What follows belongs to an exercise in optimizing a design on an open flow for small area, a short achievable clock period and few clock cycles; a production flow would make more cautious choices. Where RTL was checked, it was by simulation tests only, not by an equivalence proof against the original. No activity file was given, so power comes from the tool's default toggle rates.

==> flow/design.v <==
module rune512_codec #(
    parameter P = 64,    
    parameter S = 59     
) (
    input  wire        clk,
    input  wire        rst,
    input  wire        cmd_valid,
    output wire        cmd_ready,
    input  wire [2:0]  cmd_op,
    input  wire        cmd_pfx,
    input  wire        cmd_emptyok,
    input  wire        in_valid,
    output wire        in_ready,
    input  wire [11:0] in_data,
    output wire        out_valid,
    input  wire        out_ready,
    output wire [9:0]  out_data,
    output wire        done,
    output reg  [3:0]  err,
    output reg         shortsub,
    output wire [15:0] result,
    output wire [7:0]  consumed,
    output wire [7:0]  outlen
);
    reg        cmd_ready_r;   
    reg        st_bin;        
    reg        st_tin;        
    reg        st_out;        
    reg        done_r;        
    reg        op_enc, op_dec, pfx, emptyok;
    reg        in_ready_r;
    reg [5:0]  lag;           
    reg        iv;
    reg [11:9] id;            
    reg        id_end;        
    reg [8:0]  ida;           
    reg [575:0] ring;
    reg [15:0] crc;           
    reg [15:0] spec;          
    reg [6:0]  cnt;           
    reg [6:0]  rem;           
    reg        rnz;           
    reg [2:0]  m3;            
    reg [3:0]  lo;            
    reg [7:0]  acc;           
    reg        over, p0;
    reg        first;         
    reg        tok_seen, pfx_bad, stopped, cap;
    reg [16:0] hdr;
    reg        ov, last_r;
    reg [9:0]  od;
    reg [6:0]  oln;
    reg [1:0]  ost;           
    reg [8:0]  rd;            
    reg [7:0]  tl, th;        
    assign cmd_ready = cmd_ready_r;
    assign in_ready  = in_ready_r;
    assign out_valid = ov;
    assign out_data  = od;
    assign done      = done_r;
    assign result    = crc;
    assign consumed  = {1'b0, cnt};
    assign outlen    = {1'b0, oln};
    wire cmd_fire = cmd_valid & cmd_ready_r;
    wire in_move  = in_valid & in_ready_r;
    wire in_end   = op_dec ? in_data[11] : in_data[8];
    wire legal    = (cmd_op == 3'd0) | (cmd_op == 3'd1) | (cmd_op == 3'd2);
    wire in_phase = st_bin | st_tin;
    wire [15:0] ch [0:9];
    assign ch[0] = crc;
    genvar g;
    generate
        for (g = 0; g < 9; g = g + 1) begin : g_chain
            wire fb = ch[g][15] ^ ida[8-g];
            assign ch[g+1] = {ch[g][14:0], 1'b0} ^ (fb ? 16'h1021 : 16'h0000);
        end
    endgenerate
    wire        parity_d = hdr[16];
    reg  [15:0] spec_n;
    always @(*) begin
        case (m3)
        3'd0: spec_n = parity_d ? ch[1] : ch[9];
        3'd1: spec_n = ch[8];
        3'd2: spec_n = ch[7];
        3'd3: spec_n = ch[6];
        3'd4: spec_n = ch[5];
        3'd5: spec_n = ch[4];
        3'd6: spec_n = ch[3];
        default: spec_n = ch[2];
        endcase
    end
    wire [7:0]  ibyte = id_end ? 8'd0 : ida[8:1];
    wire [16:0] x17   = {acc, (op_dec ? rd : {ibyte, 1'b0})};
    reg  [8:0]  win;
    always @(*) begin
        case (lo)
        4'd0: win = x17[8:0];
        4'd1: win = x17[9:1];
        4'd2: win = x17[10:2];
        4'd3: win = x17[11:3];
        4'd4: win = x17[12:4];
        4'd5: win = x17[13:5];
        4'd6: win = x17[14:6];
        4'd7: win = x17[15:7];
        default: win = x17[16:8];
        endcase
    end
    wire pbyte   = iv & ~op_dec & ~id_end;
    wire full    = cnt[6];                              
    wire take    = pbyte & ~full;
    wire ovf     = pbyte & full;
    wire [15:0] crc_nx = ovf ? 16'd0 : (take ? ch[8] : crc);
    wire over_nx = over | ovf;
    wire c0      = first;
    wire lo0     = (lo == 4'd0);
    wire [3:0] lo_nx = ~take ? lo : (c0 ? 4'd7 : (lo0 ? 4'd8 : lo - 4'd1));
    wire stor    = take & ~c0 & ~lo0;
    wire part    = take ? (c0 | lo0 | (lo != 4'd1)) : ~lo0;    
    wire [6:0] rem_a = rem + {6'd0, stor};
    wire [6:0] rem_b = rem + {5'd0, stor & part, stor ^ part};
    wire bend    = in_move & st_bin & in_data[8];       
    wire enc_go  = bend & op_enc & ~over_nx;
    wire t_end   = id[11];
    wire t_sent  = id[10];
    wire t_valid = id[9];
    wire run_tok = iv & op_dec & ~t_end & ~(~tok_seen & pfx) &
                   ~(pfx_bad | stopped | cap) & t_valid & (cnt != S);
    wire deval   = iv & st_tin & t_end;
    wire dec_crc_ok = (spec == hdr[15:0]);
    wire dec_ok  = tok_seen & ~pfx_bad & ~cap & (cnt > 7'd1) & dec_crc_ok;
    wire dec_adj = (m3 == 3'd1) & parity_d;
    wire dec_m0  = (rem == 7'd0);
    wire [6:0] dec_m_m1 = rem - 7'd1 - {6'd0, dec_adj};
    wire dec_go  = deval & dec_ok & ~dec_m0;
    wire       wr    = op_dec ? run_tok : iv;
    wire [8:0] wdata = op_dec ? ida : win;
    wire [7:0] tap_l = tl;
    wire [7:0] tap_h = th;
    wire [7:0] tl_inc = {tl[6:0], tl[7]};
    wire [7:0] th_inc = tl[7] ? {th[6:0], th[7]} : th;
    wire [7:0] tl_dec = {tl[0], tl[7:1]};
    wire [7:0] th_dec = tl[0] ? {th[0], th[7:1]} : th;
    reg  [8:0] rtap, rgrp;
    integer gi, gj;
    always @(*) begin
        rtap = 9'd0;
        for (gj = 0; gj < 8; gj = gj + 1) begin
            rgrp = 9'd0;
            for (gi = 0; gi < 8; gi = gi + 1)
                rgrp = rgrp | (ring[(gj*8+gi)*9 +: 9] & {9{tap_l[gi]}});
            rtap = rtap | (rgrp & {9{tap_h[gj]}});
        end
    end
    wire go  = enc_go | dec_go;
    wire ld  = (st_out ? rnz : go) & (~ov | out_ready);
    reg  [9:0] enext;
    always @(*) begin
        case (ost)
        2'd0: enext = 10'h200;
        2'd1: enext = {1'b0, (lo_nx == 4'd1), crc_nx[15:8]};
        2'd2: enext = {1'b0, crc[7:0], p0};
        default: enext = {1'b0, rd};
        endcase
    end
    wire [9:0] onext   = op_dec ? {2'b00, win[8:1]} : enext;
    wire       consume = ld & (op_dec ? (lo != 4'd8) : (ost == 2'd3));
    reg [6:0] rem_d;
    always @(*) begin
        rem_d = rem;
        if (cmd_ready_r)
            rem_d = {6'd0, cmd_pfx} + 7'd1;
        else if (st_bin)
            rem_d = bend ? rem_b : rem_a;       
        else if (st_tin) begin
            if (deval)
                rem_d = dec_m_m1;
            else if (run_tok && cnt == 7'd1)
                rem_d = 7'd0;
            else if (run_tok && cnt[6:1] != 6'd0)
                rem_d = rem + ((m3 == 3'd0) ? 7'd2 : 7'd1);
        end else if (st_out && ld)
            rem_d = rem - 7'd1;
    end
    always @(posedge clk) begin
        id     <= in_data[11:9];
        id_end <= in_data[8];
        ida    <= op_dec ? in_data[8:0] : {in_data[7:0], 1'b0};
        ring   <= {ring[566:0], (wr ? wdata : ring[575:567])};
        rem    <= rem_d;
        if (deval)
            rnz <= (rem != (dec_adj ? 7'd2 : 7'd1));
        else if (st_out && ld)
            rnz <= (rem != 7'd1);
        else if (!st_out)
            rnz <= 1'b1;
        iv     <= in_move;
        if (cmd_fire) begin
            in_ready_r <= legal;
            lag        <= 6'd0;
        end else if (in_move) begin
            in_ready_r <= ~in_end;
            lag        <= 6'd0;
        end else begin
            in_ready_r <= ~in_ready_r & in_phase & (lag == 6'd63);
            lag        <= lag + 6'd1;
        end
        if (ld) begin
            ov <= 1'b1;
            od <= onext;
        end else if (out_ready) begin
            ov <= 1'b0;
        end
        if (done_r) begin
            done_r      <= 1'b0;
            cmd_ready_r <= 1'b1;
        end
        if (cmd_ready_r && cmd_fire) begin
            cmd_ready_r <= 1'b0;
            op_enc   <= (cmd_op == 3'd0);
            op_dec   <= (cmd_op == 3'd1);
            pfx      <= cmd_pfx;
            emptyok  <= cmd_emptyok;
            err      <= legal ? 4'd0 : 4'd6;
            shortsub <= 1'b0;
            crc      <= 16'd0;
            spec     <= 16'd0;
            cnt      <= 7'd0;
            first    <= 1'b1;
            over     <= 1'b0;
            lo       <= 4'd0;
            p0       <= 1'b0;
            tok_seen <= 1'b0;
            pfx_bad  <= 1'b0;
            stopped  <= 1'b0;
            cap      <= 1'b0;
            oln      <= 7'd0;
            ost      <= cmd_pfx ? 2'd0 : 2'd1;
            m3       <= (cmd_op == 3'd1) ? 3'd0 : 3'd2;
            th       <= 8'h80;
            tl       <= (cmd_op != 3'd1) ? 8'h10 : (cmd_pfx ? 8'h04 : 8'h08);
            st_tin   <= (cmd_op == 3'd1);
            st_bin   <= (cmd_op == 3'd0) | (cmd_op == 3'd2);
            done_r   <= ~legal;
        end
        if (st_bin) begin
            tl  <= tl_inc;
            th  <= th_inc;
            crc  <= crc_nx;
            over <= over_nx;
            lo   <= lo_nx;
            cnt  <= cnt + {6'd0, take};
            if (take) begin
                first <= 1'b0;
                acc <= ida[8:1];
                if (c0) p0 <= ida[8];
            end
            if (bend) begin
                st_bin <= 1'b0;
                if (enc_go) begin
                    st_out <= 1'b1;
                    last_r <= 1'b0;
                end else begin
                    done_r <= 1'b1;
                    cnt    <= 7'd0;
                    if (over_nx) err <= 4'd8;
                end
            end
        end
        if (iv && !op_dec && cnt == 7'd1 && (take || id_end))
            rd <= win;
        if (st_tin) begin
            tl <= tl_inc;
            th <= th_inc;
            if (iv) begin
                if (t_end) begin
                    st_tin <= 1'b0;
                    if (!tok_seen) begin
                        err   <= (~pfx & emptyok) ? 4'd0 : 4'd1;
                    end else if (pfx_bad) begin
                        err   <= 4'd2;
                    end else if (cap) begin
                        err   <= 4'd8;
                    end else if (cnt == 7'd0) begin
                        err      <= 4'd3;
                        shortsub <= 1'b1;
                    end else if (cnt == 7'd1) begin
                        err   <= 4'd3;
                    end else if (!dec_crc_ok) begin
                        err   <= 4'd5;
                    end
                    if (dec_ok) begin
                        crc <= hdr[15:0];
                        cnt <= cnt + {6'd0, pfx};
                    end else begin
                        crc <= 16'd0;
                        cnt <= 7'd0;
                    end
                    if (dec_go) begin
                        st_out <= 1'b1;
                        last_r <= (dec_m_m1 == 7'd0);
                    end else begin
                        done_r <= 1'b1;
                    end
                end else begin
                    tok_seen <= 1'b1;
                    if (!tok_seen && pfx) begin
                        pfx_bad <= ~t_sent;
                    end else if (pfx_bad || stopped || cap) begin
                    end else if (!t_valid) begin
                        stopped <= 1'b1;
                    end else if (cnt == S) begin
                        cap <= 1'b1;
                    end else begin
                        cnt <= cnt + 7'd1;
                        m3  <= m3 + 3'd1;
                        if (cnt == 7'd0) hdr[16:8] <= ida;
                        if (cnt == 7'd1) begin
                            hdr[7:0] <= ida[8:1];
                            acc      <= ida[7:0];
                            lo       <= 4'd1;
                            crc      <= ida[0] ? 16'h1021 : 16'h0000;
                            spec     <= 16'd0;
                        end
                        if (cnt[6:1] != 6'd0) begin
                            crc  <= ch[9];
                            spec <= spec_n;
                        end
                        if (cnt == 7'd2) rd <= ida;
                    end
                end
            end
        end
        if (st_out) begin
            tl <= tl_inc;
            th <= th_inc;
            if (!op_dec) cnt <= 7'd0;
            if (ov && out_ready && last_r) begin
                st_out <= 1'b0;
                done_r <= 1'b1;
            end
        end
        if (st_out || go) begin
            if (ld) begin
                oln <= oln + 7'd1;
                if (st_out) last_r <= (rem == 7'd1);
                if (!op_dec && ost != 2'd3) ost <= ost + 2'd1;
                if (op_dec) begin
                    if (lo == 4'd8) lo <= 4'd0;
                    else begin
                        acc <= rd[7:0];
                        lo  <= lo + 4'd1;
                    end
                end
            end
            if (consume) begin
                rd <= rtap;
                if (!op_dec && m3 == 3'd7) begin
                    m3  <= 3'd0;
                    tl  <= tl_dec;         
                    th  <= th_dec;
                end else begin
                    m3  <= m3 + 3'd1;
                    tl  <= tl;             
                    th  <= th;
                end
            end
        end
        if (rst) begin
            cmd_ready_r <= 1'b1;
            st_bin      <= 1'b0;
            st_tin      <= 1'b0;
            st_out      <= 1'b0;
            done_r      <= 1'b0;
            in_ready_r  <= 1'b0;
            iv          <= 1'b0;
            ov          <= 1'b0;
        end
    end
endmodule
Settings: LEC_CHECK=0, CAP_MARGIN=20, CORE_MARGIN=2, CORE_UTILIZATION=55, CTS_CLUSTER_DIAMETER=60, CTS_CLUSTER_SIZE=20, PLACE_DENSITY=0.7, SETUP_SLACK_MARGIN=5, SLEW_MARGIN=20; clock period 8.0 ns.
run.sh (not shown) runs the stock make flow with config.mk's settings and CLKGATE_MAP_FILE= SYNTH_SCRIPT=/design/flow/synth_recipe.tcl, a recipe that flattens the netlist after the stock synthesis.
Then changed:
--- a/flow/design.v
+++ b/flow/design.v
@@ -43,17 +43,16 @@
     reg [2:0]  m3;            
     reg [3:0]  lo;            
     reg [7:0]  acc;           
     reg        over, p0;
-    reg        first;         
     reg        tok_seen, pfx_bad, stopped, cap;
     reg [16:0] hdr;
     reg        ov, last_r;
     reg [9:0]  od;
     reg [6:0]  oln;
     reg [1:0]  ost;           
     reg [8:0]  rd;            
-    reg [7:0]  tl, th;        
+    reg [5:0]  tap;           
     assign cmd_ready = cmd_ready_r;
     assign in_ready  = in_ready_r;
     assign out_valid = ov;
     assign out_data  = od;
@@ -105,20 +104,18 @@
         default: win = x17[16:8];
         endcase
     end
     wire pbyte   = iv & ~op_dec & ~id_end;
-    wire full    = cnt[6];                              
+    wire full    = (cnt == P);
     wire take    = pbyte & ~full;
     wire ovf     = pbyte & full;
     wire [15:0] crc_nx = ovf ? 16'd0 : (take ? ch[8] : crc);
     wire over_nx = over | ovf;
-    wire c0      = first;
+    wire c0      = (cnt == 7'd0);
     wire lo0     = (lo == 4'd0);
     wire [3:0] lo_nx = ~take ? lo : (c0 ? 4'd7 : (lo0 ? 4'd8 : lo - 4'd1));
     wire stor    = take & ~c0 & ~lo0;
-    wire part    = take ? (c0 | lo0 | (lo != 4'd1)) : ~lo0;    
-    wire [6:0] rem_a = rem + {6'd0, stor};
-    wire [6:0] rem_b = rem + {5'd0, stor & part, stor ^ part};
+    wire [6:0] rem_nx = rem + {6'd0, stor};
     wire bend    = in_move & st_bin & in_data[8];       
     wire enc_go  = bend & op_enc & ~over_nx;
     wire t_end   = id[11];
     wire t_sent  = id[10];
@@ -133,14 +130,10 @@
     wire [6:0] dec_m_m1 = rem - 7'd1 - {6'd0, dec_adj};
     wire dec_go  = deval & dec_ok & ~dec_m0;
     wire       wr    = op_dec ? run_tok : iv;
     wire [8:0] wdata = op_dec ? ida : win;
-    wire [7:0] tap_l = tl;
-    wire [7:0] tap_h = th;
-    wire [7:0] tl_inc = {tl[6:0], tl[7]};
-    wire [7:0] th_inc = tl[7] ? {th[6:0], th[7]} : th;
-    wire [7:0] tl_dec = {tl[0], tl[7:1]};
-    wire [7:0] th_dec = tl[0] ? {th[0], th[7:1]} : th;
+    wire [7:0] tap_l = 8'd1 << tap[2:0];
+    wire [7:0] tap_h = 8'd1 << tap[5:3];
     reg  [8:0] rtap, rgrp;
     integer gi, gj;
     always @(*) begin
         rtap = 9'd0;
@@ -169,9 +162,9 @@
         rem_d = rem;
         if (cmd_ready_r)
             rem_d = {6'd0, cmd_pfx} + 7'd1;
         else if (st_bin)
-            rem_d = bend ? rem_b : rem_a;       
+            rem_d = bend ? (rem_nx + {6'd0, lo_nx != 4'd0}) : rem_nx;
         else if (st_tin) begin
             if (deval)
                 rem_d = dec_m_m1;
             else if (run_tok && cnt == 7'd1)
@@ -224,9 +217,8 @@
             shortsub <= 1'b0;
             crc      <= 16'd0;
             spec     <= 16'd0;
             cnt      <= 7'd0;
-            first    <= 1'b1;
             over     <= 1'b0;
             lo       <= 4'd0;
             p0       <= 1'b0;
             tok_seen <= 1'b0;
@@ -235,23 +227,20 @@
             cap      <= 1'b0;
             oln      <= 7'd0;
             ost      <= cmd_pfx ? 2'd0 : 2'd1;
             m3       <= (cmd_op == 3'd1) ? 3'd0 : 3'd2;
-            th       <= 8'h80;
-            tl       <= (cmd_op != 3'd1) ? 8'h10 : (cmd_pfx ? 8'h04 : 8'h08);
+            tap      <= (cmd_op == 3'd1) ? (6'd59 - {5'd0, cmd_pfx}) : 6'd60;
             st_tin   <= (cmd_op == 3'd1);
             st_bin   <= (cmd_op == 3'd0) | (cmd_op == 3'd2);
             done_r   <= ~legal;
         end
         if (st_bin) begin
-            tl  <= tl_inc;
-            th  <= th_inc;
+            tap  <= tap + 6'd1;
             crc  <= crc_nx;
             over <= over_nx;
             lo   <= lo_nx;
             cnt  <= cnt + {6'd0, take};
             if (take) begin
-                first <= 1'b0;
                 acc <= ida[8:1];
                 if (c0) p0 <= ida[8];
             end
             if (bend) begin
@@ -268,10 +257,9 @@
         end
         if (iv && !op_dec && cnt == 7'd1 && (take || id_end))
             rd <= win;
         if (st_tin) begin
-            tl <= tl_inc;
-            th <= th_inc;
+            tap <= tap + 6'd1;
             if (iv) begin
                 if (t_end) begin
                     st_tin <= 1'b0;
                     if (!tok_seen) begin
@@ -330,10 +318,9 @@
                 end
             end
         end
         if (st_out) begin
-            tl <= tl_inc;
-            th <= th_inc;
+            tap <= tap + 6'd1;
             if (!op_dec) cnt <= 7'd0;
             if (ov && out_ready && last_r) begin
                 st_out <= 1'b0;
                 done_r <= 1'b1;
@@ -355,14 +342,12 @@
             if (consume) begin
                 rd <= rtap;
                 if (!op_dec && m3 == 3'd7) begin
                     m3  <= 3'd0;
-                    tl  <= tl_dec;         
-                    th  <= th_dec;
+                    tap <= tap - 6'd1;     
                 end else begin
                     m3  <= m3 + 3'd1;
-                    tl  <= tl;             
-                    th  <= th;
+                    tap <= tap;            
                 end
             end
         end
         if (rst) begin
Worst setup slack improves by 110 ps.
Final cell count came out higher by 3.9%.
Die area came out higher by 1.5%.
Combinational power came out higher by 73%.
Count of clock-buffer cells in the layout came out lower by 1.
Testbench counts after the change, summed over its fixed seeds: cycles 11,571.
Function not checked in the first run of this note: the RTL went through the layout flow alone.

==> port drivers added, routing unchanged <==
How much do the figures lean on ideal ports? The routed layouts below were timed once more, with nothing changed but the port constraints. Step 1 sets driving cells, clkbuf_16 on the clock port and buf_2 on the other inputs (assumed; they add their load-dependent delay and slew). Step 2 times the ports against the registers' clock, not the clock port: input delays grow and output delays shrink by t, the midpoint of the rising clock arrivals with the driver on. a / b / c = ideal / step 1 / step 2; a / b = the first two.
| run | shift t [ns] | setup slack, ns | hold slack, ns | worst setup path after step 2 | slew at the worst register clock pin (ns) |
|---|---|---|---|---|---|
| the first run | 0.689 | 4.895 / 4.895 / 4.320 | 0.338 / 0.338 / 0.338 | input to register | 0.08 / 0.08 |
| the second run | 0.668 | 5.007 / 4.957 / 4.354 | 0.347 / 0.347 / 0.347 | input to register | 0.08 / 0.08 |
After both steps setup and hold are still met in every run listed. For the second run, which loses most, drivers alone change the setup slack by -0.050 ns; drivers and shift together by -0.653 ns.
